Background: an optimization exercise with open tools, aiming at small area and a short achievable clock period. Do not read the settings as production practice. Where RTL was checked, it was by simulation tests only, not by an equivalence proof against the original. Function not checked in runs 1, 2 and 4 to 6: the RTL went through the layout flow alone. No activity file was given, so power comes from the tool's default toggle rates.

==> design/flow/run.sh <==
#!/bin/bash
# synth_recipe.tcl (not shown) runs the flow's synth.tcl, then flattens the netlist and writes it again
# the make line also repeats each setting of config.mk as NAME=value (left out here)
make -C /OpenROAD-flow-scripts/flow DESIGN_CONFIG=/design/flow/config.mk WORK_HOME=/design/flow/orfs CLKGATE_MAP_FILE= SYNTH_SCRIPT=/design/flow/synth_recipe.tcl finish
==> design/flow/config.mk <==
export PLATFORM = sky130hd
export DESIGN_NAME = jtag_pdi_sniffer
export DESIGN_NICKNAME = jtag_pdi_sniffer
export VERILOG_FILES = /design/flow/design.v
export SDC_FILE = /design/flow/constraint.sdc
export NUM_CORES = 4
export LEC_CHECK = 0
export CAP_MARGIN = 20
export CORE_MARGIN = 2
export CORE_UTILIZATION = 40
export SETUP_SLACK_MARGIN = 4.3
export SLEW_MARGIN = 20
==> design/flow/constraint.sdc <==
create_clock -name core_clock -period 6.5 [get_ports {clk}]
set_input_delay 1.3000 -clock core_clock [delete_from_list [all_inputs] [get_ports {clk}]]
set_output_delay 1.3000 -clock core_clock [all_outputs]
set_load 0.01 [all_outputs]
==> design/flow/design.v <==
module jtag_pdi_sniffer (
    input  wire       clk,
    input  wire       rst,         
    input  wire       smp_valid,   
    input  wire       tms,
    input  wire       tdi,
    input  wire       tdo,
    output wire       out_valid,
    output wire [7:0] out_data,
    output wire       pdi_err
);
    localparam [3:0] S_RESET      = 4'hF,
                     S_IDLE       = 4'hC,
                     S_SELECT_DR  = 4'h7,
                     S_CAPTURE_DR = 4'h6,
                     S_SHIFT_DR   = 4'h2,
                     S_EXIT1_DR   = 4'h1,
                     S_PAUSE_DR   = 4'h3,
                     S_EXIT2_DR   = 4'h0,
                     S_UPDATE_DR  = 4'h5,
                     S_SELECT_IR  = 4'h4,
                     S_CAPTURE_IR = 4'hE,
                     S_SHIFT_IR   = 4'hA,
                     S_EXIT1_IR   = 4'h9,
                     S_PAUSE_IR   = 4'hB,
                     S_EXIT2_IR   = 4'h8,
                     S_UPDATE_IR  = 4'hD;
    reg sv, st, si, so, rr;
    always @(posedge clk) begin
        sv <= smp_valid;
        st <= tms;
        si <= tdi;
        so <= tdo;
        rr <= rst;
    end
    reg [3:0]  tap;
    reg        ir_id;      
    reg        ir_pdi;     
    reg [3:0]  irs;
    reg [31:0] dri;
    reg [31:22] dro;
    reg        par_w;      
    reg        par_r;      
    reg [3:0] tap_next;
    always @(*) begin
        case (tap)
            S_RESET:      tap_next = st ? S_RESET     : S_IDLE;
            S_IDLE:       tap_next = st ? S_SELECT_DR : S_IDLE;
            S_SELECT_DR:  tap_next = st ? S_SELECT_IR : S_CAPTURE_DR;
            S_CAPTURE_DR: tap_next = st ? S_EXIT1_DR  : S_SHIFT_DR;
            S_SHIFT_DR:   tap_next = st ? S_EXIT1_DR  : S_SHIFT_DR;
            S_EXIT1_DR:   tap_next = st ? S_UPDATE_DR : S_PAUSE_DR;
            S_PAUSE_DR:   tap_next = st ? S_EXIT2_DR  : S_PAUSE_DR;
            S_EXIT2_DR:   tap_next = st ? S_UPDATE_DR : S_SHIFT_DR;
            S_UPDATE_DR:  tap_next = st ? S_SELECT_DR : S_IDLE;
            S_SELECT_IR:  tap_next = st ? S_RESET     : S_CAPTURE_IR;
            S_CAPTURE_IR: tap_next = st ? S_EXIT1_IR  : S_SHIFT_IR;
            S_SHIFT_IR:   tap_next = st ? S_EXIT1_IR  : S_SHIFT_IR;
            S_EXIT1_IR:   tap_next = st ? S_UPDATE_IR : S_PAUSE_IR;
            S_PAUSE_IR:   tap_next = st ? S_EXIT2_IR  : S_PAUSE_IR;
            S_EXIT2_IR:   tap_next = st ? S_UPDATE_IR : S_SHIFT_IR;
            S_UPDATE_IR:  tap_next = st ? S_SELECT_DR : S_IDLE;
            default:      tap_next = st ? S_SELECT_DR : S_IDLE;
        endcase
    end
    wire commit = sv && (tap == S_UPDATE_DR);
    reg  iev;              
    reg  pev;              
    always @(posedge clk) begin
        iev <= commit && ir_id;
        pev <= commit && ir_pdi;
        if (rr) begin
            tap    <= S_RESET;
            ir_id  <= 1'b1;
            ir_pdi <= 1'b0;
            irs    <= 4'h0;
            dri    <= 32'h0;
            dro    <= 10'h0;
            par_w  <= 1'b0;
            par_r  <= 1'b0;
        end else if (sv) begin
            case (tap)
                S_RESET: begin
                    ir_id  <= 1'b1;
                    ir_pdi <= 1'b0;
                end
                S_SHIFT_DR: begin
                    dri   <= {si, dri[31:1]};
                    dro   <= {so, dro[31:23]};
                    par_w <= par_w ^ dri[31] ^ dri[22];
                    par_r <= par_r ^ dro[31] ^ dro[22];
                end
                S_SHIFT_IR:  irs <= {si, irs[3:1]};
                S_UPDATE_IR: begin
                    ir_id  <= (irs == 4'h3);
                    ir_pdi <= (irs == 4'h7);
                end
                default: ;
            endcase
            tap <= tap_next;
        end
    end
    reg        idl;        
    reg        rd;         
    reg        big;        
    reg        lds;        
    reg        cap;        
    reg [1:0]  arg;        
    reg [2:0]  kc;         
    reg [31:0] rep;
    reg [23:0] acc;
    reg        enz;        
    wire       bad = rd ? par_r : par_w;
    wire [7:0] b   = rd ? dro[29:22] : dri[29:22];
    reg [31:0] rep_new;
    always @(*) begin
        case (arg)
            2'd0:    rep_new = {24'd0, b};
            2'd1:    rep_new = {16'd0, acc[7:0], b};
            2'd2:    rep_new = {8'd0, acc[15:0], b};
            default: rep_new = {acc, b};
        endcase
    end
    always @(posedge clk) begin
        enz <= |rep;
        if (rr) begin
            idl <= 1'b1;
            rd  <= 1'b0;
            big <= 1'b0;
            lds <= 1'b0;
            cap <= 1'b0;
            rep <= 32'd0;
        end else if (pev) begin
            if (bad) begin
                idl <= 1'b1;
                rd  <= 1'b0;
                big <= 1'b0;
                lds <= 1'b0;
                cap <= 1'b0;
                if (big) rep <= 32'd0;
            end else if (idl) begin
                arg <= b[1:0];
                case (b[7:4])
                    4'h0: begin idl <= 1'b0; kc <= {1'b0, b[3:2]}; lds <= 1'b1; end   
                    4'h1: begin idl <= 1'b0; rd <= 1'b1; kc <= {1'b0, b[1:0]}; big <= 1'b1; end  
                    4'h2: begin idl <= 1'b0; kc <= {1'b0, b[3:2]} + {1'b0, b[1:0]} + 3'd1; end  
                    4'h3: begin idl <= 1'b0; kc <= {1'b0, b[1:0]}; big <= 1'b1; end  
                    4'h4: begin idl <= 1'b0; rd <= 1'b1; kc <= 3'd0; end  
                    4'h5: begin idl <= 1'b0; kc <= {1'b0, b[1:0]}; cap <= 1'b1; end  
                    4'h6: begin idl <= 1'b0; kc <= 3'd0; end  
                    4'h7: begin idl <= 1'b0; kc <= 3'd7; end  
                    4'hF: ;                                    
                    default: begin idl <= 1'b0; rd <= 1'b1; kc <= 3'd0; end  
                endcase
            end else begin
                if (cap) acc <= {acc[15:0], b};
                if (kc != 3'd0) begin
                    kc <= kc - 3'd1;
                end else if (big && enz) begin
                    rep <= rep - 32'd1;
                    kc  <= {1'b0, arg};
                end else begin
                    if (cap) begin
                        rep <= rep_new;
                        cap <= 1'b0;
                    end
                    if (lds) begin
                        rd  <= 1'b1;
                        kc  <= {1'b0, arg};
                        lds <= 1'b0;
                    end else begin
                        idl <= 1'b1;
                        rd  <= 1'b0;
                        big <= 1'b0;
                    end
                end
            end
        end
    end
    wire pdi_byte = pev && !bad && !idl;
    reg [2:0] es;          
    reg       pd;          
    reg       pdr;         
    reg       ov;
    reg       perr;
    reg [7:0] od;
    always @(posedge clk) begin
        if (rr) begin
            es <= 3'd0;
        end else if (iev) begin
            es <= 3'd4;
            pd <= 1'b0;
        end else if (pdi_byte) begin
            es  <= 3'd1;
            pd  <= 1'b1;
            pdr <= rd;
        end else if (es != 3'd0) begin
            es <= es - 3'd1;
        end
        ov   <= !rst && !rr && (iev || pdi_byte || es != 3'd0);
        perr <= !rst && !rr && pev && bad;
        if (iev)
            od <= 8'h10;
        else if (pdi_byte)
            od <= 8'h11;
        else case (es)
            3'd4:    od <= dri[31:24];
            3'd3:    od <= dri[23:16];
            3'd2:    od <= dri[15:8];
            default: od <= pd ? (pdr ? dro[29:22] : dri[29:22]) : dri[7:0];
        endcase
    end
    assign out_valid = ov;
    assign out_data  = od;
    assign pdi_err   = perr;
endmodule
==> summary.txt, run 1 <==
clock skew - 7.98 ps
gr usage total - 0.209
largest family of logic cells by synthesized area - simple AND/OR/NAND/NOR gates
largest net degree at the start of global routing - 89
Synth Area in XOR/XNOR - 0.00911
first-pass GRT wire length - 29.3 mm
die height - 134 um
drt drc - 0
antenna violations before repair - 0
critical path capture point type - register
DRT Pass-1 Iters - 5
Clock Tree Buf Depth - 2
Post-Syn Area - 6730 um^2
Num CTS Buffers - 17
Worst VDD drop - 0.000184 V
DR WL/cell - 17.9 um
CTS H-tree depth - 4
routed wire length - 18.3 mm
shortest period the worst path allows - 2180 ps
Yosys cell types - 60
# clock sinks - 143
smallest hold slack - 447 ps
CP max FO - 6
Worst-Margin Slew - 711 ps
sequential share of the synthesized area - 0.472
antenna viol nets, final - 0
RSZ-0062 raised after global routing - true
WP data required - 6850 ps
leakage - 2.87 nW
Hold WC Path Type - register to register
critical path launch point type - register
boundary pin count - 16
outcome - complete, no violations
CP Class - register to register
Worst Slack Setup Final - 4320 ps
asr flop ratio synth - 0
Slew Viols, Final - 0
CTS tree - done
Post-Synthesis Cells - 793
Design Power - 2.10 mW
Avg Cell Area, Syn - 8.48 um^2
Syn-to-layout area delta - 16.6%
global route overflow - 0
num rows - 47
Adder-Cell Fraction of Synth Area - 0.0197
PortBufs - 15
register bit count reported by yosys - 143
WP data arrival - 2530 ps
area fraction of the dominant cell type after synthesis - 0.333
vias in the first global route - 5684
Yosys top cell by area - dfxtp_1
Starting Density - 0.407
Iter 0 DRT Violations - 518
setup violators final - 0
worst skew pair latency - 430 ps
post-synth net total - 809
post-route setup TNS - 0 ps
Vias/cell - 5.81
GP Congestion - 0.894
Ys Warns - 1
top_reg_cell synth - dfxtp_1
Setup WS pre-CTS - 3850 ps
Synth Area in Compound Gates - 0.194
Die Span X - 134 um
final hold vios - 0
# nets final - 804
core box area - 16500 um^2
via count - 5929
hpwl dp - 12.2 mm
max-cap viol count - 0
layout cell share with drive strength beyond 1 - 0.130
cts hold-fix bufs - 0
ranking of synthesized cells by area - dfxtp_1 (33%), edfxtp_1 (14%), nand2_1 (7.4%)
Simple-Gate Fraction of Synth Area - 0.221
Max Fclk - 458 MHz
clock root buffer - clkbuf_16
post-synthesis mux area share - 0.0407
crit share post-route - 0.336
number of synthesized flops with an enable pin - 31
Antenna Cells - 0
pwr dens - 268 nW/um^2
Reg clk slew, reported paths - 60 ps
Slew headroom - 0.526
DIE AREA - 17900 um^2
worst max-delay path: stages (launching register included):
cell and delay [ps]:
dfxtp_2 340, or4_4 540, or4_4 500, or3_4 350
o31a_1 240, o22ai_1 140
metrics by stage:
| step | instance area (um^2) | cells | utilization |
|---|---|---|---|
| after detailed placement | 7030 | 981 | 0.425 |
| final | 7840 | 1021 | 0.475 |
| after floorplan | 6770 | 793 | - |
| after global placement | 7030 | 981 | 0.425 |
| after global routing | 7840 | 1021 | 0.475 |
| after CTS | 7690 | 1017 | 0.465 |
final timing paths:
check | from | end | slack (ps) | cells past startpoint
max | rep[3]$_SDFFE_PP0P_ | rep[17]$_SDFFE_PP0P_ | 4320 | 5
min | so$_DFF_P_ | dro[31]$_SDFFE_PP0P_ | 450 | 2
max reg2reg | rep[3]$_SDFFE_PP0P_ | rep[17]$_SDFFE_PP0P_ | 4320 | 5
min reg2reg | so$_DFF_P_ | dro[31]$_SDFFE_PP0P_ | 450 | 2
cell usage in the layout, fill, tap and decap left out, types with 4 or more instances in the layout:
| master | count |
|---|---|
| nor4_1 | 14 |
| inv_6 | 5 |
| o22ai_1 | 6 |
| and2_1 | 6 |
| nor4_2 | 4 |
| inv_1 | 24 |
| edfxtp_1 | 31 |
| xnor2_1 | 5 |
| o31a_1 | 4 |
| dfxtp_2 | 6 |
| o21ai_0 | 38 |
| ha_1 | 7 |
| clkinv_2 | 4 |
| buf_2 | 9 |
| buf_4 | 11 |
| nand3_1 | 16 |
| clkbuf_16 | 19 |
| a22oi_1 | 10 |
| nand2_1 | 131 |
| a211o_1 | 8 |
| o211ai_1 | 6 |
| or3_4 | 5 |
| a32oi_1 | 8 |
| mux2i_1 | 21 |
| a21o_1 | 5 |
| a21oi_1 | 88 |
| clkdlybuf4s50_1 | 5 |
| nor2_1 | 52 |
| nor3_1 | 21 |
| a31oi_1 | 17 |
| or3_1 | 14 |
| nand4_1 | 10 |
| dfxtp_1 | 105 |
power by group:
| part | switching (mW) | leakage, nW | internal [mW] | total (mW) |
|---|---|---|---|---|
| clock | 0.404 | 0.301 | 0.579 | 0.983 |
| combinational | 0.101 | 1.37 | 0.0636 | 0.165 |
| sequential | 0.0291 | 1.21 | 0.927 | 0.956 |
| total | 0.535 | 2.87 | 1.57 | 2.10 |
flip-flops by register name, indices dropped and copies added, names as in the netlist, 2 cells and up:
register  flops
acc          24
od            8
rep          32
kc            3
dri          32
dro          10
arg           2
irs           4
tap           4
es            3
cell usage after synthesis, types with 17 or more instances:
master    instances
nand2_1         133
dfxtp_1         112
a21oi_1          88
nor2_1           52
clkbuf_1         50
o21ai_0          39
edfxtp_1         31
inv_1            26
nor3_1           26
mux2i_1          24
nor4_1           19
or3_1            19
a31oi_1          17
nand3_1          17
final cells by class:
class	count	area, um^2
clock inverters	13	123
clock buffers	19	475
inverters	26	97.6
repair buffers	28	211
fillers	1544	8680
multi-input cells	572	3470
flip-flops and latches	143	3180
well taps	220	275
kinds of logic (layout without fill, tap and decap cells):
| logic type | after synthesis | after routing |
|---|---|---|
| adders and majority gates | 10 | 10 |
| and+or+nand+nor | 313 | 313 |
| xor gates and xnor gates | 7 | 7 |
| muxes | 27 | 27 |
| buffers and inverters | 78 | 86 |
| AOI/OAI and AO/OA | 215 | 215 |
| DFF | 143 | 143 |
per-layer routing:
metal / part of all wire / vias up / track usage
li1: - / 2851 / -
met1: 0.42 / 2787 / 0.258
met2: 0.49 / 246 / 0.345
met3: 0.058 / 45 / 0.0453
met4: 0.031 / 0 / 0.105
met5: 0 / - / 0
what timing repair did:
action                     CTS  global route
resized for setup           61            29
setup buffers                4             4
setup endpoints to repair   47            41
pin swaps                    3             6
==> run 2, diff against run 1 <==
--- a/design/flow/config.mk
+++ b/design/flow/config.mk
@@ -9,4 +9,3 @@
 export CORE_MARGIN = 2
 export CORE_UTILIZATION = 40
-export SETUP_SLACK_MARGIN = 4.3
 export SLEW_MARGIN = 20
==> summary.txt, run 2 <==
outcome - complete, no violations (unchanged)
crit path cell chain - mux2i_1 > nand2_1 > nor4_1 (was or4_4 > or4_4 > or3_4 > o31a_1 > o22ai_1)
CTS H-tree depth - 4 (unchanged)
Worst Hold Path Cells - 2 (unchanged)
via count - 5901 (was 5929)
Antenna Cells - 0 (unchanged)
Simple-Gate Fraction of Synth Area - 0.221 (unchanged)
largest net degree at the start of global routing - 74 (was 89)
area fraction of the dominant cell type after synthesis - 0.333 (unchanged)
commonest cells in the netlist - nand2_1 (133), dfxtp_1 (112), a21oi_1 (88) (unchanged)
largest family of logic cells by synthesized area - simple AND/OR/NAND/NOR gates (unchanged)
Reg clk slew, reported paths - 60 ps (about the same)
PortBufs - 15 (unchanged)
layout cell share with drive strength beyond 1 - 0.0556 (was 0.130)
boundary pin count - 16 (unchanged)
flop2flop setup slack - 3630 ps (was 4320 ps)
clock root buffer - clkbuf_16 (unchanged)
pwr dens - 275 nW/um^2 (was 268 nW/um^2)
Die Span X - 134 um (unchanged)
Post-Syn Area - 6730 um^2 (unchanged)
post-synth net total - 809 (unchanged)
Starting Density - 0.407 (unchanged)
DIE AREA - 17900 um^2 (unchanged)
Multi-input gate area - 3280 um^2 (was 3470 um^2)
first-pass GRT wire length - 28.6 mm (was 29.3 mm)
antenna viol nets, final - 0 (unchanged)
Post-Synthesis Cells - 793 (unchanged)
Hold WC Path Type - register to register (unchanged)
Sequential cell area - 3170 um^2 (was 3180 um^2)
# nets final - 795 (was 804)
shortest period the worst path allows - 2870 ps (was 2180 ps)
CTS tree - done (unchanged)
fillcell total - 1594 (was 1544)
GP Congestion - 0.894 (unchanged)
num rows - 47 (unchanged)
WP data required - 6550 ps (was 6850 ps)
Slew Viols, Final - 0 (unchanged)
Synth Area in XOR/XNOR - 0.00911 (unchanged)
fin cells - 1011 (was 1021)
post-synthesis mux area share - 0.0407 (unchanged)
worst skew pair latency - 430 ps (about the same)
Worst VDD drop - 0.000203 V (was 0.000184 V)
Vias/cell - 5.84 (was 5.81)
clock skew - 10.1 ps (was 7.98 ps)
most numerous cell in the Yosys netlist - nand2_1 (unchanged)
most frequent cells in the layout - nand2_1 (133), dfxtp_1 (111), a21oi_1 (88) (was nand2_1 (131), dfxtp_1 (105), a21oi_1 (88))
commonest non-fill, non-tap cell in the layout - nand2_1 (unchanged)
CP Class - register to register (unchanged)
Clock Tree Buf Depth - 2 (unchanged)
hpwl dp - 12.1 mm (was 12.2 mm)
Setup Buffers After CTS - 0 (was 4)
crit-path max cell delay - 800 ps (was 540 ps)
biggest regs - dri x32, rep x32, acc x24 (unchanged)
ranking of synthesized cells by area - dfxtp_1 (33%), edfxtp_1 (14%), nand2_1 (7.4%) (unchanged)
routed wire length - 18.0 mm (was 18.3 mm)
CP max FO - 12 (was 6)
# clock sinks - 143 (unchanged)
dpl cells - 980 (was 981)
Ys Warns - 1 (unchanged)
sequential share of the synthesized area - 0.472 (unchanged)
leakage - 2.75 nW (was 2.87 nW)
Adder-Cell Fraction of Synth Area - 0.0197 (unchanged)
WP data arrival - 2920 ps (was 2530 ps)
worst-case reg-to-reg path depth - 3 (was 5)
cts hold-fix bufs - 0 (unchanged)
Syn-to-layout area delta - 12.7% (was 16.6%)
Yosys cell types - 60 (unchanged)
drt drc - 0 (unchanged)
Design Power - 2.09 mW (was 2.10 mW)
Slew headroom - 0.376 (was 0.526)
asr flop ratio synth - 0 (unchanged)
core box area - 16500 um^2 (unchanged)
Iter 0 DRT Violations - 584 (was 518)
DRT Pass-1 Iters - 5 (unchanged)
final hold vios - 0 (unchanged)
Worst-Margin Slew - 929 ps (was 711 ps)
global route overflow - 0 (unchanged)
gr usage total - 0.203 (was 0.209)
critical path capture point type - register (unchanged)
Avg Cell Area, Syn - 8.48 um^2 (unchanged)
DR WL/cell - 17.8 um (was 17.9 um)
critical path launch point type - register (unchanged)
register bit count reported by yosys - 143 (unchanged)
crit share post-route - 0.441 (was 0.336)
post-route setup TNS - 0 ps (unchanged)
Yosys top cell by area - dfxtp_1 (unchanged)
top_reg_cell synth - dfxtp_1 (unchanged)
RSZ-0062 raised after global routing - false (was true)
CP max-delay cell - mux2i_1 (was or4_4)
die height - 134 um (unchanged)
post-CTS resize count - 0 (was 61)
number of synthesized flops with an enable pin - 31 (unchanged)
Num CTS Buffers - 17 (unchanged)
Synth Area in Compound Gates - 0.194 (unchanged)
max-cap viol count - 0 (unchanged)
setup violators final - 0 (unchanged)
vias in the first global route - 5483 (was 5684)
post-route core utilization - 0.459 (was 0.475)
Max Fclk - 349 MHz (was 458 MHz)
antenna violations before repair - 0 (unchanged)
run 2: cells by family after synthesis:
family,after synthesis
adders and majority gates,10
xor gates and xnor gates,7
and+or+nand+nor,313
buffers and inverters,78
AOI/OAI and AO/OA,215
muxes,27
DFF,143
run 2: cell type report:
type                            count  area share
Timing Repair Buffer               19      0.0238
Clock inverter                      9      0.0107
Inverter                           26      0.0129
Tap cell                          220      0.0363
Clock buffer                       22      0.0655
Sequential cell                   143       0.419
Multi-Input combinational cell    572       0.432
run 2: layer usage:
metal / vias up / track usage / wire [um]
li1: 2833 / - / -
met2: 209 / 0.324 / 8470
met4: 0 / 0.105 / 667
met5: - / 0 / 0
met1: 2816 / 0.258 / 7840
met3: 43 / 0.0457 / 973
run 2: through the flow:
| step | instance area [um^2] | hold slack [ps] | setup slack [ps] |
|---|---|---|---|
| after floorplan | 6730 | 417 | 2010 |
| after global placement | 7000 | 426 | 3690 |
| after detailed placement | 7000 | 432 | 3730 |
| after CTS | 7580 | 441 | 3700 |
| after global routing | 7580 | 451 | 3530 |
| final | 7580 | 439 | 3630 |
run 2: critical path, delay by kind of cell, from the launching register on:
family        cells  cell delay, ps
flops             1             680
mux               1             800
simple gates      2            1020
run 2: path summary, 6_finish.rpt:
kind              startpoint              endpoint
max          rd$_SDFFE_PP0P_       kc[1]$_DFFE_PP_
min               so$_DFF_P_  dro[31]$_SDFFE_PP0P_
min reg2reg       so$_DFF_P_  dro[31]$_SDFFE_PP0P_
max reg2reg  rd$_SDFFE_PP0P_       kc[1]$_DFFE_PP_
run 2: power breakdown:
part	switching, mW	internal [mW]	leakage, nW
sequential	0.0316	0.928	1.20
clock	0.379	0.578	0.286
combinational	0.0968	0.0733	1.26
==> run 3, diff against run 2 <==
--- a/design/flow/design.v
+++ b/design/flow/design.v
@@ -10,20 +10,20 @@
     output wire       pdi_err
 );
-    localparam [3:0] S_RESET      = 4'hF,
-                     S_IDLE       = 4'hC,
-                     S_SELECT_DR  = 4'h7,
-                     S_CAPTURE_DR = 4'h6,
-                     S_SHIFT_DR   = 4'h2,
-                     S_EXIT1_DR   = 4'h1,
-                     S_PAUSE_DR   = 4'h3,
-                     S_EXIT2_DR   = 4'h0,
-                     S_UPDATE_DR  = 4'h5,
-                     S_SELECT_IR  = 4'h4,
-                     S_CAPTURE_IR = 4'hE,
-                     S_SHIFT_IR   = 4'hA,
-                     S_EXIT1_IR   = 4'h9,
-                     S_PAUSE_IR   = 4'hB,
-                     S_EXIT2_IR   = 4'h8,
-                     S_UPDATE_IR  = 4'hD;
+    localparam [3:0] S_RESET      = 4'd0,
+                     S_IDLE       = 4'd1,
+                     S_SELECT_DR  = 4'd2,
+                     S_CAPTURE_DR = 4'd3,
+                     S_SHIFT_DR   = 4'd4,
+                     S_EXIT1_DR   = 4'd5,
+                     S_PAUSE_DR   = 4'd6,
+                     S_EXIT2_DR   = 4'd7,
+                     S_UPDATE_DR  = 4'd8,
+                     S_SELECT_IR  = 4'd9,
+                     S_CAPTURE_IR = 4'd10,
+                     S_SHIFT_IR   = 4'd11,
+                     S_EXIT1_IR   = 4'd12,
+                     S_PAUSE_IR   = 4'd13,
+                     S_EXIT2_IR   = 4'd14,
+                     S_UPDATE_IR  = 4'd15;
     reg sv, st, si, so, rr;
     always @(posedge clk) begin
@@ -60,6 +60,5 @@
             S_PAUSE_IR:   tap_next = st ? S_EXIT2_IR  : S_PAUSE_IR;
             S_EXIT2_IR:   tap_next = st ? S_UPDATE_IR : S_SHIFT_IR;
-            S_UPDATE_IR:  tap_next = st ? S_SELECT_DR : S_IDLE;
-            default:      tap_next = st ? S_SELECT_DR : S_IDLE;
+            default:      tap_next = st ? S_SELECT_DR : S_IDLE;  
         endcase
     end
==> summary.txt, run 3 <==
outcome - complete, no violations (unchanged)
Num CTS Buffers - 17 (unchanged)
CP Class - register to register (unchanged)
asr flop ratio synth - 0 (unchanged)
register bit count reported by yosys - 143 (unchanged)
post-synth net total - 827 (was 809)
Antenna Cells - 0 (unchanged)
number of synthesized flops with an enable pin - 31 (unchanged)
Worst VDD drop - 0.000245 V (was 0.000203 V)
post-route core utilization - 0.450 (was 0.459)
critical path capture point type - register (unchanged)
Clock Tree Buf Depth - 2 (unchanged)
core box area - 17200 um^2 (was 16500 um^2)
via count - 5903 (was 5901)
worst hold start - so$_DFF_P_ (unchanged)
worst skew pair latency - 430 ps (about the same)
vias in the first global route - 5479 (was 5483)
Yosys cell types - 76 (was 60)
Clock Power Share - 0.449 (was 0.459)
max-cap viol count - 0 (unchanged)
Reg-to-Reg Start - rd$_SDFFE_PP0P_ (unchanged)
crit share post-route - 0.425 (was 0.441)
antenna viol nets, final - 0 (unchanged)
largest net degree at the start of global routing - 82 (was 74)
Yosys top cell by area - dfxtp_1 (unchanged)
Starting Density - 0.405 (was 0.407)
area fraction of the dominant cell type after synthesis - 0.322 (was 0.333)
P_sw - 0.518 mW (was 0.507 mW)
boundary pin count - 16 (unchanged)
Reg clk slew, reported paths - 60 ps (about the same)
biggest regs - dri x32, rep x32, acc x24 (unchanged)
final hold vios - 0 (unchanged)
post-route setup TNS - 0 ps (unchanged)
# clock sinks - 143 (unchanged)
most numerous cell in the Yosys netlist - nand2_1 (unchanged)
internal power - 1.51 mW (was 1.58 mW)
CTS H-tree depth - 4 (unchanged)
leakage - 2.72 nW (was 2.75 nW)
gr usage total - 0.199 (was 0.203)
ranking of synthesized cells by area - dfxtp_1 (32%), edfxtp_1 (13%), nand2_1 (6.7%) (was dfxtp_1 (33%), edfxtp_1 (14%), nand2_1 (7.4%))
Synth Area in Compound Gates - 0.203 (was 0.194)
Ys Warns - 1 (unchanged)
num rows - 48 (was 47)
sequential share of the synthesized area - 0.456 (was 0.472)
worst-case reg-to-reg path depth - 5 (was 3)
hold endpoint - dro[31]$_SDFFE_PP0P_ (unchanged)
post-synthesis mux area share - 0.0385 (was 0.0407)
Adder-Cell Fraction of Synth Area - 0.0191 (was 0.0197)
first-pass GRT wire length - 28.8 mm (was 28.6 mm)
Slew Viols, Final - 0 (unchanged)
routed wire length - 17.7 mm (was 18.0 mm)
largest family of logic cells by synthesized area - simple AND/OR/NAND/NOR gates (unchanged)
layout cell share with drive strength beyond 1 - 0.0647 (was 0.0556)
setup violators final - 0 (unchanged)
global route overflow - 0 (unchanged)
Net Sw Frac - 0.256 (was 0.243)
Iter 0 DRT Violations - 593 (was 584)
commonest non-fill, non-tap cell in the layout - nand2_1 (unchanged)
RSZ-0062 raised after global routing - false (unchanged)
Setup Buffers After CTS - 0 (unchanged)
PortBufs - 15 (unchanged)
WP data required - 6770 ps (was 6550 ps)
combinational share of power - 0.082 (about the same)
GP Congestion - 0.813 (was 0.894)
Hold WC Path Type - register to register (unchanged)
flop2flop setup slack - 3740 ps (was 3630 ps)
Die Span X - 136 um (was 134 um)
most frequent cells in the layout - nand2_1 (125), dfxtp_1 (111), a21oi_1 (82) (was nand2_1 (133), dfxtp_1 (111), a21oi_1 (88))
Post-Synthesis Cells - 811 (was 793)
commonest cells in the netlist - nand2_1 (125), dfxtp_1 (112), a21oi_1 (82) (was nand2_1 (133), dfxtp_1 (112), a21oi_1 (88))
DRT Pass-1 Iters - 5 (unchanged)
Avg Cell Area, Syn - 8.58 um^2 (was 8.48 um^2)
cts hold-fix bufs - 0 (unchanged)
DIE AREA - 18500 um^2 (was 17900 um^2)
RR Endpoint - rep[8]$_SDFFE_PP0P_ (was kc[1]$_DFFE_PP_)
hpwl dp - 11.8 mm (was 12.1 mm)
critical path launch point type - register (unchanged)
post-CTS resize count - 0 (unchanged)
Max Fclk - 362 MHz (was 349 MHz)
Vias/cell - 5.74 (was 5.84)
Synth Area in XOR/XNOR - 0.0139 (was 0.00911)
CTS tree - done (unchanged)
Worst Hold Path Cells - 2 (unchanged)
power share of the sequential group - 0.470 (was 0.460)
Post-Syn Area - 6960 um^2 (was 6730 um^2)
WP data arrival - 3020 ps (was 2920 ps)
Worst-Margin Slew - 920 ps (was 929 ps)
Slew headroom - 0.386 (was 0.376)
pwr dens - 262 nW/um^2 (was 275 nW/um^2)
Simple-Gate Fraction of Synth Area - 0.223 (was 0.221)
antenna violations before repair - 0 (unchanged)
Syn-to-layout area delta - 11.1% (was 12.7%)
clock root buffer - clkbuf_16 (unchanged)
shortest period the worst path allows - 2760 ps (was 2870 ps)
clock skew - 12.6 ps (was 10.1 ps)
DR WL/cell - 17.2 um (was 17.8 um)
CP max FO - 17 (was 12)
# nets final - 807 (was 795)
top_reg_cell synth - dfxtp_1 (unchanged)
die height - 136 um (was 134 um)
drt drc - 0 (unchanged)
[run 3: cell count changes after synthesis, sizes merged, moves of 5 or more]
| cell | before | now |
|---|---|---|
| nand2 | 133 | 125 |
| or3 | 19 | 11 |
| nand3 | 17 | 10 |
| buf | 1 | 7 |
| a31oi | 17 | 11 |
| and2 | 10 | 5 |
| a311oi | 0 | 6 |
| a22oi | 10 | 16 |
| a211oi | 3 | 12 |
| nor2 | 52 | 75 |
| a21oi | 88 | 82 |
[run 3: worst max-delay path, cell delays in order (launching register included)]
cell,delay (ps)
dfxtp_1,760
mux2i_2,570
nand3_1,260
and2_1,480
a222oi_1,440
nor3_1,80
[run 3: routing by layer]
layer	up-vias	wire length [um]	global-route usage
met2	159	8020	0.300
met5	-	0	0
met3	33	864	0.0403
met1	2787	8360	0.280
li1	2924	-	-
met4	0	404	0.0758
[run 3: kinds of logic (layout without fill, tap and decap cells)]
family                     count (synthesis)  in the layout
and+or+nand+nor                          318            318
AOI/OAI and AO/OA                        222            222
DFF                                      143            143
buffers and inverters                     81             74
muxes                                     26             26
xor gates and xnor gates                  11             11
adders and majority gates                 10             10
[run 3: area by class of cell]
cell class,count,area [um^2]
fill,1689,9450
multi-input combinational,587,3460
sequential,143,3170
clock buffer,22,464
tap,225,282
timing repair buffer,18,173
inverter,24,90.1
clock inverter,10,78.8
[run 3: worst max path at each step]
stage / to / cells past startpoint / start
CTS: rep[12]$_SDFFE_PP0P_ / 5 / rd$_SDFFE_PP0P_
floorplan: acc[0]$_DFFE_PP_ / 5 / rd$_SDFFE_PP0P_
finish: rep[8]$_SDFFE_PP0P_ / 5 / rd$_SDFFE_PP0P_
global placement: rep[12]$_SDFFE_PP0P_ / 5 / rd$_SDFFE_PP0P_
detailed placement: rep[12]$_SDFFE_PP0P_ / 5 / rd$_SDFFE_PP0P_
global route: rep[8]$_SDFFE_PP0P_ / 5 / rd$_SDFFE_PP0P_
[run 3: metrics by stage]
stage | cell area [um^2] | worst slack [ps] | cells | power [mW] | hold slack [ps]
finish | 7720 | 3740 | 1029 | 2.03 | 434
global route | 7720 | 3460 | 1029 | 2.10 | 466
CTS | 7720 | 3520 | 1029 | 2.04 | 437
detailed placement | 7180 | 3520 | 997 | 1.14 | 429
global placement | 7180 | 3650 | 997 | 1.14 | 422
floorplan | 6960 | 4140 | 811 | 1.08 | 403
[run 3: power groups by stage]
stage                     combinational, mW  clock [mW]  sequential [mW]
final                                 0.166       0.909            0.952
after global routing                  0.180       0.962            0.956
after CTS                             0.165       0.924            0.951
after detailed placement              0.164           0            0.971
after global placement                0.165           0            0.971
after floorplan                       0.123           0            0.959
==> run 4, diff against run 3 <==
--- a/design/flow/design.v
+++ b/design/flow/design.v
@@ -10,20 +10,20 @@
     output wire       pdi_err
 );
-    localparam [3:0] S_RESET      = 4'd0,
-                     S_IDLE       = 4'd1,
-                     S_SELECT_DR  = 4'd2,
-                     S_CAPTURE_DR = 4'd3,
-                     S_SHIFT_DR   = 4'd4,
-                     S_EXIT1_DR   = 4'd5,
-                     S_PAUSE_DR   = 4'd6,
-                     S_EXIT2_DR   = 4'd7,
-                     S_UPDATE_DR  = 4'd8,
-                     S_SELECT_IR  = 4'd9,
-                     S_CAPTURE_IR = 4'd10,
-                     S_SHIFT_IR   = 4'd11,
-                     S_EXIT1_IR   = 4'd12,
-                     S_PAUSE_IR   = 4'd13,
-                     S_EXIT2_IR   = 4'd14,
-                     S_UPDATE_IR  = 4'd15;
+    localparam [3:0] S_RESET      = 4'hF,
+                     S_IDLE       = 4'hC,
+                     S_SELECT_DR  = 4'h7,
+                     S_CAPTURE_DR = 4'h6,
+                     S_SHIFT_DR   = 4'h2,
+                     S_EXIT1_DR   = 4'h1,
+                     S_PAUSE_DR   = 4'h3,
+                     S_EXIT2_DR   = 4'h0,
+                     S_UPDATE_DR  = 4'h5,
+                     S_SELECT_IR  = 4'h4,
+                     S_CAPTURE_IR = 4'hE,
+                     S_SHIFT_IR   = 4'hA,
+                     S_EXIT1_IR   = 4'h9,
+                     S_PAUSE_IR   = 4'hB,
+                     S_EXIT2_IR   = 4'h8,
+                     S_UPDATE_IR  = 4'hD;
     reg sv, st, si, so, rr;
     always @(posedge clk) begin
@@ -60,5 +60,6 @@
             S_PAUSE_IR:   tap_next = st ? S_EXIT2_IR  : S_PAUSE_IR;
             S_EXIT2_IR:   tap_next = st ? S_UPDATE_IR : S_SHIFT_IR;
-            default:      tap_next = st ? S_SELECT_DR : S_IDLE;  
+            S_UPDATE_IR:  tap_next = st ? S_SELECT_DR : S_IDLE;
+            default:      tap_next = st ? S_SELECT_DR : S_IDLE;
         endcase
     end
@@ -107,20 +108,46 @@
     reg [1:0]  arg;        
     reg [2:0]  kc;         
-    reg [31:0] rep;
-    reg [23:0] acc;
+    reg [23:0] acc;        
+    localparam [1:0] P_NONE = 2'd0, P_DEC = 2'd1, P_LD = 2'd2, P_CLR = 2'd3;
+    reg [31:0] rg;
+    reg [1:0]  ph;
+    reg [1:0]  pop;        
+    reg        pa;         
+    reg        bw;         
+    reg        zacc;       
     reg        enz;        
     wire       bad = rd ? par_r : par_w;
     wire [7:0] b   = rd ? dro[29:22] : dri[29:22];
-    reg [31:0] rep_new;
+    wire       act = (pop != P_NONE) && (pa || ph == 2'd0);
+    wire       bin = (ph == 2'd0) || bw;
+    reg  [7:0] ldb;
     always @(*) begin
-        case (arg)
-            2'd0:    rep_new = {24'd0, b};
-            2'd1:    rep_new = {16'd0, acc[7:0], b};
-            2'd2:    rep_new = {8'd0, acc[15:0], b};
-            default: rep_new = {acc, b};
-        endcase
-    end
-    always @(posedge clk) begin
-        enz <= |rep;
+        case (ph)
+            2'd0:    ldb = dri[29:22];
+            2'd1:    ldb = acc[7:0];
+            2'd2:    ldb = acc[15:8];
+            default: ldb = acc[23:16];
+        endcase
+    end
+    reg  [7:0] nb;
+    always @(*) begin
+        if (!act)
+            nb = rg[7:0];
+        else case (pop)
+            P_DEC:   nb = rg[7:0] - {7'd0, bin};
+            P_LD:    nb = (ph <= arg) ? ldb : 8'd0;
+            default: nb = 8'd0;
+        endcase
+    end
+    always @(posedge clk) begin
+        rg   <= {nb, rg[31:8]};
+        ph   <= ph + 2'd1;
+        bw   <= bin && (rg[7:0] == 8'd0);
+        zacc <= (zacc && ph != 2'd0) || (nb != 8'd0);
+        if (ph == 2'd3)
+            enz <= zacc || (nb != 8'd0);
+        pa   <= act && ph != 2'd3;
+        if (act && ph == 2'd3)
+            pop <= P_NONE;
         if (rr) begin
             idl <= 1'b1;
@@ -129,5 +156,6 @@
             lds <= 1'b0;
             cap <= 1'b0;
-            rep <= 32'd0;
+            pop <= P_CLR;
+            pa  <= 1'b0;
         end else if (pev) begin
             if (bad) begin
@@ -137,5 +165,5 @@
                 lds <= 1'b0;
                 cap <= 1'b0;
-                if (big) rep <= 32'd0;
+                if (big) pop <= P_CLR;
             end else if (idl) begin
                 arg <= b[1:0];
@@ -153,13 +181,13 @@
                 endcase
             end else begin
-                if (cap) acc <= {acc[15:0], b};
                 if (kc != 3'd0) begin
                     kc <= kc - 3'd1;
+                    if (cap) acc <= {acc[15:0], b};
                 end else if (big && enz) begin
-                    rep <= rep - 32'd1;
+                    pop <= P_DEC;
                     kc  <= {1'b0, arg};
                 end else begin
                     if (cap) begin
-                        rep <= rep_new;
+                        pop <= P_LD;
                         cap <= 1'b0;
                     end
--- a/design/flow/config.mk
+++ b/design/flow/config.mk
@@ -9,3 +9,4 @@
 export CORE_MARGIN = 2
 export CORE_UTILIZATION = 40
+export SETUP_SLACK_MARGIN = 4.25
 export SLEW_MARGIN = 20
==> summary.txt, run 4 <==
layout cell share with drive strength beyond 1 - 0.140 (was 0.0647)
commonest non-fill, non-tap cell in the layout - nand2_1 (unchanged)
CP Class - register to register (unchanged)
clock root buffer - clkbuf_16 (unchanged)
final hold vios - 0 (unchanged)
Slew headroom - 0.512 (was 0.386)
most frequent cells in the layout - nand2_1 (126), dfxtp_1 (114), a21oi_1 (78) (was nand2_1 (125), dfxtp_1 (111), a21oi_1 (82))
RSZ-0062 raised after global routing - true (was false)
Adder-Cell Fraction of Synth Area - 0.0394 (was 0.0191)
Hold WC Path Type - register to register (unchanged)
post-route setup TNS - 0 ps (unchanged)
# clock sinks - 150 (was 143)
Max Fclk - 437 MHz (was 362 MHz)
Post-Synthesis Cells - 666 (was 811)
Post-Syn Area - 6220 um^2 (was 6960 um^2)
Die Span X - 129 um (was 136 um)
vias in the first global route - 4483 (was 5479)
critical path capture point type - register (unchanged)
flop2flop setup slack - 4210 ps (was 3740 ps)
worst hold start - rg[22]$_DFF_P_ (was so$_DFF_P_)
Reg clk slew, reported paths - 60 ps (about the same)
num rows - 45 (was 48)
boundary pin count - 16 (unchanged)
Ys Warns - 1 (unchanged)
most numerous cell in the Yosys netlist - nand2_1 (unchanged)
Sequential cell area - 3330 um^2 (was 3170 um^2)
Worst VDD drop - 0.000216 V (was 0.000245 V)
WP data arrival - 2450 ps (was 3020 ps)
Synth Area in XOR/XNOR - 0.00563 (was 0.0139)
post-synthesis mux area share - 0.0348 (was 0.0385)
fin cells - 880 (was 1029)
DR WL/cell - 15.7 um (was 17.2 um)
pwr dens - 291 nW/um^2 (was 262 nW/um^2)
Synth Area in Compound Gates - 0.180 (was 0.203)
commonest cells in the netlist - nand2_1 (127), dfxtp_1 (118), a21oi_1 (79) (was nand2_1 (125), dfxtp_1 (112), a21oi_1 (82))
crit path cell chain - inv_4 > ha_4 > buf_6 > a222oi_1 > nand3_2 > o31ai_2 > o221ai_2 > nor4_2 > nand4_1 (was mux2i_2 > nand3_1 > and2_1 > a222oi_1 > nor3_1)
Num CTS Buffers - 17 (unchanged)
crit share post-route - 0.352 (was 0.425)
PortBufs - 15 (unchanged)
Yosys top cell by area - dfxtp_1 (unchanged)
global route overflow - 0 (unchanged)
Iter 0 DRT Violations - 342 (was 593)
critical path launch point type - register (unchanged)
outcome - complete, no violations (unchanged)
setup violators final - 0 (unchanged)
Simple-Gate Fraction of Synth Area - 0.161 (was 0.223)
core box area - 15200 um^2 (was 17200 um^2)
max-cap viol count - 0 (unchanged)
clock skew - 18.4 ps (was 12.6 ps)
sequential share of the synthesized area - 0.535 (was 0.456)
biggest regs - dri x32, rg x32, acc x24 (was dri x32, rep x32, acc x24)
DRT Pass-1 Iters - 5 (unchanged)
hpwl dp - 8.72 mm (was 11.8 mm)
Slew Viols, Final - 0 (unchanged)
worst skew pair latency - 440 ps (was 430 ps)
antenna viol nets, final - 0 (unchanged)
hold endpoint - rg[14]$_DFF_P_ (was dro[31]$_SDFFE_PP0P_)
ranking of synthesized cells by area - dfxtp_1 (38%), edfxtp_1 (15%), nand2_1 (7.7%) (was dfxtp_1 (32%), edfxtp_1 (13%), nand2_1 (6.7%))
DIE AREA - 16600 um^2 (was 18500 um^2)
largest net degree at the start of global routing - 70 (was 82)
CTS tree - done (unchanged)
top_reg_cell synth - dfxtp_1 (unchanged)
Worst Hold Path Cells - 0 (was 2)
Clock Tree Buf Depth - 2 (unchanged)
Starting Density - 0.409 (was 0.405)
fillcell total - 1415 (was 1689)
drt drc - 0 (unchanged)
post-synth net total - 691 (was 827)
Yosys cell types - 57 (was 76)
antenna violations before repair - 0 (unchanged)
WP data required - 6660 ps (was 6770 ps)
Worst-Margin Slew - 731 ps (was 920 ps)
Multi-input gate area - 2780 um^2 (was 3460 um^2)
worst-case reg-to-reg path depth - 9 (was 5)
gr usage total - 0.172 (was 0.199)
leakage - 2.68 nW (was 2.72 nW)
# nets final - 704 (was 807)
register bit count reported by yosys - 150 (was 143)
Syn-to-layout area delta - 17.2% (was 11.1%)
shortest period the worst path allows - 2290 ps (was 2760 ps)
GP Congestion - 0.799 (was 0.813)
largest family of logic cells by synthesized area - compound AO/OA/AOI/OAI gates (was simple AND/OR/NAND/NOR gates)
area fraction of the dominant cell type after synthesis - 0.380 (was 0.322)
routed wire length - 13.8 mm (was 17.7 mm)
number of synthesized flops with an enable pin - 32 (was 31)
cts hold-fix bufs - 0 (unchanged)
Antenna Cells - 0 (unchanged)
first-pass GRT wire length - 22.1 mm (was 28.8 mm)
Vias/cell - 5.41 (was 5.74)
asr flop ratio synth - 0 (unchanged)
crit-path max cell delay - 430 ps (was 760 ps)
CP max-delay cell - a222oi_1 (was dfxtp_1)
die height - 129 um (was 136 um)
Reg-to-Reg Start - ph[0]$_DFF_P_ (was rd$_SDFFE_PP0P_)
CTS H-tree depth - 4 (unchanged)
via count - 4759 (was 5903)
Avg Cell Area, Syn - 9.34 um^2 (was 8.58 um^2)
RR Endpoint - enz$_DFFE_PP_ (was rep[8]$_SDFFE_PP0P_)
dpl cells - 830 (was 997)
CP max FO - 7 (was 17)
## run 4: worst max-delay path: cells and delay by family (launching register included)
| kind | cells | cell delay (ps) |
|---|---|---|
| AOI/OAI and AO/OA | 3 | 660 |
| and+or+nand+nor | 3 | 610 |
| DFF | 1 | 370 |
| buffers and inverters | 2 | 190 |
| adders and majority gates | 1 | 180 |
## run 4: layout make-up
type                            instances  share of cell area
Tap cell                              188              0.0323
Clock buffer                           20              0.0657
Multi-Input combinational cell        452               0.382
Inverter                               25              0.0136
Clock inverter                         12              0.0134
Sequential cell                       150               0.457
Timing Repair Buffer                   33              0.0362
## run 4: what timing repair did
action,4_1_cts,5_1_grt
pin swaps,10,9
buffers inserted,9,7
cloned,1,1
endpoints found under the setup margin,43,5
resized for setup,52,15
## run 4: stage by stage
| step | util | hold slack, ps | area (um^2) | total power [mW] | worst slack (ps) |
|---|---|---|---|---|---|
| finish | 0.480 | 325 | 7290 | 2.12 | 4210 |
| global route | 0.480 | 330 | 7290 | 2.20 | 4070 |
| CTS | 0.471 | 325 | 7170 | 2.14 | 4260 |
| detailed placement | 0.427 | 312 | 6490 | 1.19 | 3780 |
| global placement | 0.427 | 311 | 6490 | 1.19 | 3860 |
| floorplan | - | 310 | 6280 | 1.14 | 4320 |
## run 4: where the power goes
group	switching (mW)	total (mW)	internal (mW)
sequential	0.0312	1.00	0.972
combinational	0.101	0.166	0.0652
clock	0.383	0.951	0.568
## run 4: worst max path at each step
stage,slack [ps],start,cells after the start,end
2_1_floorplan,4320,ph[0]$_DFF_P_,10,enz$_DFFE_PP_
3_3_place_gp,3860,rd$_SDFFE_PP0P_,4,acc[18]$_DFFE_PP_
3_5_place_dp,3780,rd$_SDFFE_PP0P_,4,acc[19]$_DFFE_PP_
4_1_cts,4260,ph[0]$_DFF_P_,8,enz$_DFFE_PP_
5_1_grt,4070,ph[1]$_DFF_P_,9,enz$_DFFE_PP_
6_report,4210,ph[0]$_DFF_P_,9,enz$_DFFE_PP_
## run 4: cell families (layout without fill, tap and decap cells)
logic type      count (synthesis)  count (layout)
fa+ha+maj                      19              19
mux                            20              20
simple gates                  226             228
buf+inv                        66              90
xor+xnor                        4               4
compound gates                181             181
flops                         150             150
## run 4: layer usage
metal	track usage	routed length [um]
met4	0.0703	216
met2	0.284	6850
met5	0	0
met1	0.212	6240
met3	0.0491	524
==> run 5, diff against run 4 <==
--- a/design/flow/config.mk
+++ b/design/flow/config.mk
@@ -9,4 +9,4 @@
 export CORE_MARGIN = 2
 export CORE_UTILIZATION = 40
-export SETUP_SLACK_MARGIN = 4.25
+export SETUP_SLACK_MARGIN = 4.35
 export SLEW_MARGIN = 20
==> summary.txt, run 5 <==
Clock Power Share - 0.458 (was 0.449)
# clock sinks - 150 (unchanged)
CP dominant cell by count - ha_4
worst-case reg-to-reg path depth - 10 (was 9)
GP Congestion - 0.810 (was 0.799)
boundary pin count - 16 (unchanged)
commonest cells in the netlist - nand2_1 (127), dfxtp_1 (118), a21oi_1 (79) (unchanged)
sequential share of the synthesized area - 0.535 (unchanged)
Post-Syn Area - 6220 um^2 (unchanged)
combinational share of power - 0.078 (about the same)
biggest regs - dri x32, rg x32, acc x24 (unchanged)
top_reg_cell synth - dfxtp_1 (unchanged)
hpwl dp - 8.66 mm (was 8.72 mm)
setup violators final - 0 (unchanged)
post-route setup TNS - 0 ps (unchanged)
first-pass GRT wire length - 21.8 mm (was 22.1 mm)
final hold vios - 0 (unchanged)
Iter 0 DRT Violations - 421 (was 342)
Post-Synthesis Cells - 666 (unchanged)
global route overflow - 0 (unchanged)
fillcell total - 1413 (was 1415)
die height - 129 um (unchanged)
DRT Pass-1 Iters - 6 (was 5)
Worst Hold Path Cells - 0 (unchanged)
clock root buffer - clkbuf_16 (unchanged)
Yosys top cell by area - dfxtp_1 (unchanged)
Avg Cell Area, Syn - 9.34 um^2 (unchanged)
post-synth net total - 691 (unchanged)
Die Span X - 129 um (unchanged)
Slew headroom - 0.521 (was 0.512)
clock skew - 7.27 ps (was 18.4 ps)
layout cell share with drive strength beyond 1 - 0.154 (was 0.140)
critical path capture point type - register (unchanged)
critical path launch point type - register (unchanged)
DR WL/cell - 15.7 um (about the same)
number of synthesized flops with an enable pin - 32 (unchanged)
most frequent cells in the layout - nand2_1 (125), dfxtp_1 (111), a21oi_1 (79) (was nand2_1 (126), dfxtp_1 (114), a21oi_1 (78))
largest net degree at the start of global routing - 70 (unchanged)
area fraction of the dominant cell type after synthesis - 0.380 (unchanged)
pwr dens - 292 nW/um^2 (was 291 nW/um^2)
Ys Warns - 1 (unchanged)
most numerous cell in the Yosys netlist - nand2_1 (unchanged)
core box area - 15200 um^2 (unchanged)
antenna violations before repair - 0 (unchanged)
Slew Viols, Final - 0 (unchanged)
outcome - complete, no violations (unchanged)
ranking of synthesized cells by area - dfxtp_1 (38%), edfxtp_1 (15%), nand2_1 (7.7%) (unchanged)
Max Fclk - 457 MHz (was 437 MHz)
crit share post-route - 0.337 (was 0.352)
Reg clk slew, reported paths - 60 ps (about the same)
drt drc - 0 (unchanged)
power share of the sequential group - 0.464 (was 0.473)
Clock Tree Buf Depth - 2 (unchanged)
via count - 4798 (was 4759)
hold endpoint - rg[4]$_DFF_P_ (was rg[14]$_DFF_P_)
crit path cell chain - inv_4 > ha_4 > or2_4 > ha_4 > ha_4 > nand2_4 > xnor2_2 > a2bb2oi_2 > nor4_2 > nand4_1 (was inv_4 > ha_4 > buf_6 > a222oi_1 > nand3_2 > o31ai_2 > o221ai_2 > nor4_2 > nand4_1)
Reg-to-Reg Start - ph[1]$_DFF_P_ (was ph[0]$_DFF_P_)
P_sw - 0.513 mW (was 0.515 mW)
Hold WC Path Type - register to register (unchanged)
PortBufs - 15 (unchanged)
antenna viol nets, final - 0 (unchanged)
register bit count reported by yosys - 150 (unchanged)
flop2flop setup slack - 4310 ps (was 4210 ps)
Worst VDD drop - 0.000209 V (was 0.000216 V)
Yosys cell types - 57 (unchanged)
WP data required - 6650 ps (was 6660 ps)
Num CTS Buffers - 17 (unchanged)
worst skew pair latency - 420 ps (was 440 ps)
Vias/cell - 5.44 (was 5.41)
crit-path max cell delay - 390 ps (was 430 ps)
Net Sw Frac - 0.238 (was 0.243)
Design Power - 2.16 mW (was 2.12 mW)
worst hold start - rg[12]$_DFF_P_ (was rg[22]$_DFF_P_)
CP max FO - 7 (unchanged)
asr flop ratio synth - 0 (unchanged)
max-cap viol count - 0 (unchanged)
CP max-delay cell - dfxtp_4 (was a222oi_1)
RR Endpoint - enz$_DFFE_PP_ (unchanged)
vias in the first global route - 4486 (was 4483)
Starting Density - 0.409 (unchanged)
Worst-Margin Slew - 719 ps (was 731 ps)
leakage - 2.76 nW (was 2.68 nW)
WP data arrival - 2340 ps (was 2450 ps)
# nets final - 706 (was 704)
internal power - 1.65 mW (was 1.60 mW)
RSZ-0062 raised after global routing - true (unchanged)
CTS H-tree depth - 4 (unchanged)
CTS tree - done (unchanged)
commonest non-fill, non-tap cell in the layout - nand2_1 (unchanged)
CP Class - register to register (unchanged)
DIE AREA - 16600 um^2 (unchanged)
shortest period the worst path allows - 2190 ps (was 2290 ps)
Antenna Cells - 0 (unchanged)
Syn-to-layout area delta - 19.0% (was 17.2%)
num rows - 45 (unchanged)
routed wire length - 13.8 mm (about the same)
gr usage total - 0.168 (was 0.172)
## run 5: worst max-delay path by stage
stage | depth (start not counted) | slack (ps) | end | from
final | 10 | 4310 | enz$_DFFE_PP_ | ph[1]$_DFF_P_
after global routing | 10 | 4200 | enz$_DFFE_PP_ | ph[1]$_DFF_P_
after CTS | 10 | 4290 | enz$_DFFE_PP_ | ph[1]$_DFF_P_
after detailed placement | 4 | 3720 | acc[18]$_DFFE_PP_ | rd$_SDFFE_PP0P_
after global placement | 4 | 3850 | acc[18]$_DFFE_PP_ | rd$_SDFFE_PP0P_
after floorplan | 11 | 4350 | enz$_DFFE_PP_ | ph[0]$_DFF_P_
## run 5: area by class of cell
cell class / instances / area, um^2 / area share
clock buffers: 21 / 482 / 0.0651
flip-flops and latches: 150 / 3340 / 0.451
multi-input cells: 452 / 2820 / 0.381
clock inverters: 11 / 119 / 0.0161
repair buffers: 35 / 300 / 0.0406
inverters: 25 / 101 / 0.0137
well taps: 188 / 235 / 0.0318
## run 5: routing by layer
layer,track usage,vias to the layer above,share of wire
met4,0.0505,0,0.011
met3,0.0545,16,0.049
met1,0.215,2280,0.44
li1,-,2385,-
met5,0,-,0
met2,0.274,117,0.50
## run 5: repair_timing
item                                    in CTS  in global routing
hold buffers                                 0                  0
hold endpoints to repair                     0                  0
gates resized for setup                     63                 15
cloned                                       1                  1
setup buffers                               11                  7
endpoints found under the setup margin      50                 63
pin swaps                                   11                  6
## run 5: power by group through the flow
stage               combinational (mW)  clock [mW]  sequential (mW)
global placement                 0.168           0             1.02
global route                     0.187        1.06             1.01
CTS                              0.165        1.01             1.00
detailed placement               0.172           0             1.02
finish                           0.168       0.990             1.00
floorplan                        0.129           0             1.01
## run 5: worst max-delay path: cells and delay by family, from the launching register on
family / cells / cell delay [ps]
simple gates: 4 / 740
fa+ha+maj: 3 / 510
flops: 1 / 390
compound gates: 1 / 150
xor+xnor: 1 / 60
buf+inv: 1 / 50
## run 5: per-stage QoR
stage | hold WS [ps] | setup WS (ps) | util | area (um^2) | instances
2_1_floorplan | 310 | 4350 | - | 6290 | 666
3_3_place_gp | 311 | 3850 | 0.428 | 6500 | 830
3_5_place_dp | 312 | 3720 | 0.428 | 6500 | 830
4_1_cts | 326 | 4290 | 0.477 | 7260 | 874
5_1_grt | 325 | 4200 | 0.487 | 7400 | 882
6_report | 324 | 4310 | 0.487 | 7400 | 882
## run 5: cell families after synthesis
kind of cell / share of synthesized area
XOR/XNOR: 0.00563
adder cells (fa/ha/maj): 0.0394
buffers and inverters: 0.0447
flip-flops: 0.535
AND/OR/NAND/NOR: 0.161
AO/OA/AOI/OAI: 0.180
multiplexers: 0.0348
==> run 6, diff against run 5 <==
--- a/design/flow/design.v
+++ b/design/flow/design.v
@@ -115,6 +115,5 @@
     reg        pa;         
     reg        bw;         
-    reg        zacc;       
-    reg        enz;        
+    wire       enz = |rg;  
     wire       bad = rd ? par_r : par_w;
     wire [7:0] b   = rd ? dro[29:22] : dri[29:22];
@@ -144,7 +143,4 @@
         ph   <= ph + 2'd1;
         bw   <= bin && (rg[7:0] == 8'd0);
-        zacc <= (zacc && ph != 2'd0) || (nb != 8'd0);
-        if (ph == 2'd3)
-            enz <= zacc || (nb != 8'd0);
         pa   <= act && ph != 2'd3;
         if (act && ph == 2'd3)
==> summary.txt, run 6 <==
top_reg_cell synth - dfxtp_1 (unchanged)
biggest regs - dri x32, rg x32, acc x24 (unchanged)
Post-Synthesis Cells - 661 (was 666)
DR WL/cell - 15.5 um (was 15.7 um)
core box area - 15100 um^2 (was 15200 um^2)
Top delay family on crit path - flip-flops (was simple AND/OR/NAND/NOR gates)
DRT Pass-1 Iters - 5 (was 6)
die height - 128 um (was 129 um)
combinational share of power - 0.080 (was 0.078)
crit share post-route - 0.332 (was 0.337)
drt drc - 0 (unchanged)
power share of the sequential group - 0.474 (was 0.464)
Reg clk slew, reported paths - 60 ps (about the same)
CP max-delay cell - dfxtp_2 (was dfxtp_4)
worst skew pair latency - 430 ps (was 420 ps)
Clock Power Share - 0.445 (was 0.458)
# nets final - 686 (was 706)
area post-placement - 6430 um^2 (was 6500 um^2)
Post-Syn Area - 6180 um^2 (was 6220 um^2)
setup violators final - 0 (unchanged)
routed wire length - 13.4 mm (was 13.8 mm)
Slew headroom - 0.520 (was 0.521)
commonest non-fill, non-tap cell in the layout - nand2_1 (unchanged)
commonest cells in the netlist - nand2_1 (120), dfxtp_1 (117), a21oi_1 (82) (was nand2_1 (127), dfxtp_1 (118), a21oi_1 (79))
Yosys cell types - 56 (was 57)
register bit count reported by yosys - 148 (was 150)
gr usage total - 0.172 (was 0.168)
CP bufs+invs - 1 (unchanged)
number of synthesized flops with an enable pin - 31 (was 32)
Setup WS pre-CTS - 3670 ps (was 3720 ps)
Hold WC Path Type - register to register (unchanged)
crit path cell chain - buf_6 (was inv_4 > ha_4 > or2_4 > ha_4 > ha_4 > nand2_4 > xnor2_2 > a2bb2oi_2 > nor4_2 > nand4_1)
Worst VDD drop - 0.000242 V (was 0.000209 V)
antenna violations before repair - 0 (unchanged)
asr flop ratio synth - 0 (unchanged)
CP max FO - 1 (was 7)
# clock sinks - 148 (was 150)
Iter 0 DRT Violations - 437 (was 421)
Reg-to-Reg Start - ph[1]$_DFF_P_ (unchanged)
num rows - 45 (unchanged)
Worst Hold Path Cells - 0 (unchanged)
internal power - 1.54 mW (was 1.65 mW)
boundary pin count - 16 (unchanged)
CP Class - register to output port (was register to register)
vias in the first global route - 4487 (was 4486)
shortest period the worst path allows - 2160 ps (was 2190 ps)
clock skew - 9.78 ps (was 7.27 ps)
antenna viol nets, final - 0 (unchanged)
sequential share of the synthesized area - 0.530 (was 0.535)
Net Sw Frac - 0.266 (was 0.238)
Ys Warns - 1 (unchanged)
most frequent cells in the layout - nand2_1 (120), dfxtp_1 (107), a21oi_1 (81) (was nand2_1 (125), dfxtp_1 (111), a21oi_1 (79))
P_sw - 0.557 mW (was 0.513 mW)
worst-case reg-to-reg path depth - 8 (was 10)
post-synth net total - 687 (was 691)
Die Span X - 128 um (was 129 um)
Post-Layout Inst Area - 7030 um^2 (was 7400 um^2)
fillcell total - 1440 (was 1413)
Antenna Cells - 0 (unchanged)
DIE AREA - 16500 um^2 (was 16600 um^2)
layout cell share with drive strength beyond 1 - 0.117 (was 0.154)
hpwl dp - 9.06 mm (was 8.66 mm)
global route overflow - 0 (unchanged)
crit-path max cell delay - 320 ps (was 390 ps)
most numerous cell in the Yosys netlist - nand2_1 (unchanged)
PortBufs - 15 (unchanged)
Num CTS Buffers - 17 (unchanged)
Worst Slack Setup Final - 4340 ps (was 4310 ps)
worst hold start - rg[27]$_DFF_P_ (was rg[12]$_DFF_P_)
Clock Tree Buf Depth - 2 (unchanged)
ranking of synthesized cells by area - dfxtp_1 (38%), edfxtp_1 (15%), nand2_1 (7.3%) (was dfxtp_1 (38%), edfxtp_1 (15%), nand2_1 (7.7%))
Vias/cell - 5.49 (was 5.44)
post-route core utilization - 0.464 (was 0.487)
flop2flop setup slack - 4410 ps (was 4310 ps)
via count - 4731 (was 4798)
Syn-to-layout area delta - 13.7% (was 19.0%)
outcome - complete, no violations (unchanged)
area fraction of the dominant cell type after synthesis - 0.379 (was 0.380)
Avg Cell Area, Syn - 9.35 um^2 (was 9.34 um^2)
Worst-Margin Slew - 719 ps (about the same)
Sequential cell area - 3290 um^2 (was 3340 um^2)
largest net degree at the start of global routing - 69 (was 70)
final hold vios - 0 (unchanged)
clock root buffer - clkbuf_16 (unchanged)
WP data arrival - 860 ps (was 2340 ps)
post-route setup TNS - 0 ps (unchanged)
critical path launch point type - register (unchanged)
RR Endpoint - rg[28]$_DFF_P_ (was enz$_DFFE_PP_)
Slew Viols, Final - 0 (unchanged)
Multi-input gate area - 2680 um^2 (was 2820 um^2)
GP Congestion - 0.873 (was 0.810)
leakage - 2.62 nW (was 2.76 nW)
CTS tree - done (unchanged)
Starting Density - 0.408 (was 0.409)
smallest hold slack - 351 ps (was 324 ps)
Max Fclk - 464 MHz (was 457 MHz)
max-cap viol count - 0 (unchanged)
CTS H-tree depth - 4 (unchanged)
RSZ-0062 raised after global routing - true (unchanged)
critical path capture point type - output port (was register)
hold endpoint - rg[19]$_DFF_P_ (was rg[4]$_DFF_P_)
WP data required - 5200 ps (was 6650 ps)
pwr dens - 298 nW/um^2 (was 292 nW/um^2)
first-pass GRT wire length - 22.1 mm (was 21.8 mm)
Yosys top cell by area - dfxtp_1 (unchanged)
run 6: cell type report:
class,instances,share of cell area
clock buffers,18,0.0611
clock inverters,14,0.0194
inverters,25,0.0134
multi-input cells,449,0.382
flip-flops and latches,148,0.468
well taps,188,0.0335
repair buffers,19,0.0230
run 6: metrics by stage:
| stage | cells | power (mW) |
|---|---|---|
| 3_3_place_gp | 828 | 1.18 |
| 4_1_cts | 860 | 2.11 |
| 3_5_place_dp | 828 | 1.18 |
| 2_1_floorplan | 661 | 1.13 |
| 6_report | 861 | 2.10 |
| 5_1_grt | 861 | 2.18 |
run 6: worst reg2reg max path: cells and delay by family, from the launching register on:
kind                       cells  cell delay [ps]
DFF                            1              370
adders and majority gates      3              670
buffers and inverters          1               90
AOI/OAI and AO/OA              2              430
and+or+nand+nor                2              420
run 6: how the worst max path moves through the flow:
stage                     cells past startpoint              end  slack, ps             start
after floorplan                               9   rg[28]$_DFF_P_       4380     ph[0]$_DFF_P_
after global placement                        3  kc[0]$_DFFE_PP_       3810   rd$_SDFFE_PP0P_
after detailed placement                      3  kc[0]$_DFFE_PP_       3670   rd$_SDFFE_PP0P_
after CTS                                     1      out_data[5]       4320  od[5]$_SDFF_PP0_
after global routing                          1      out_data[5]       4290  od[5]$_SDFF_PP0_
final                                         1      out_data[0]       4340  od[0]$_SDFF_PP0_
run 6: cell families (layout without fill, tap and decap cells):
family / Yosys count / count (layout) / synth area share
buffers and inverters: 64 / 76 / 0.0413
AND/OR/NAND/NOR: 232 / 232 / 0.170
XOR/XNOR: 3 / 3 / 0.00425
multiplexers: 23 / 23 / 0.0403
flip-flops: 148 / 148 / 0.530
AO/OA/AOI/OAI: 171 / 171 / 0.173
adder cells (fa/ha/maj): 20 / 20 / 0.0417
run 6: power by group through the flow:
stage / Sequential, mW / Clock (mW) / Combinational, mW
floorplan: 0.998 / 0 / 0.128
global placement: 1.01 / 0 / 0.170
detailed placement: 1.01 / 0 / 0.172
CTS: 0.992 / 0.957 / 0.164
global route: 0.998 / 0.996 / 0.190
finish: 0.994 / 0.933 / 0.168
run 6: timing repair:
action,CTS,global route
gates resized for setup,51,12
endpoints found under the hold margin,0,0
setup endpoints to repair,48,19
buffers inserted,0,1
pin swaps,0,2
hold buffers,0,0
run 6: metal layers:
metal / GRT usage / vias up / share of wire
li1: - / 2348 / -
met1: 0.225 / 2248 / 0.45
met2: 0.267 / 108 / 0.48
met3: 0.0417 / 27 / 0.047
met4: 0.0853 / 0 / 0.028
met5: 0 / - / 0

==> afterwards: timing with drivers on the ports <==
The flow's constraints put no driver on any port. The routed layouts listed below were extracted and timed again, unchanged, in two steps. Step 1, drivers: a clkbuf_16 drives clk and a buf_2 each remaining input, both assumed. Step 2 moves the port delays by t, midway between the first and last clock arrival at a register: inputs arrive t later, outputs are due t later. That takes back most of the time a late clock gives input paths. Three values: no drivers, after step 1, after step 2; two values: the first two.
run | shift t [ns] | setup slack, ns | slew at the worst register clock pin (ns)
run 1 | 0.463 | 4.316 / 4.293 / 4.316 | 0.07 / 0.07
run 2 | 0.461 | 3.631 / 3.631 / 3.631 | 0.06 / 0.06
run 3 | 0.461 | 3.741 / 3.741 / 3.741 | 0.07 / 0.07
run 4 | 0.469 | 4.211 / 4.211 / 4.211 | 0.06 / 0.06
run 5 | 0.458 | 4.311 / 4.310 / 4.311 | 0.06 / 0.06
run 6 | 0.465 | 4.344 / 4.303 / 4.388 | 0.07 / 0.07
After both steps setup and hold are still met in every run listed.
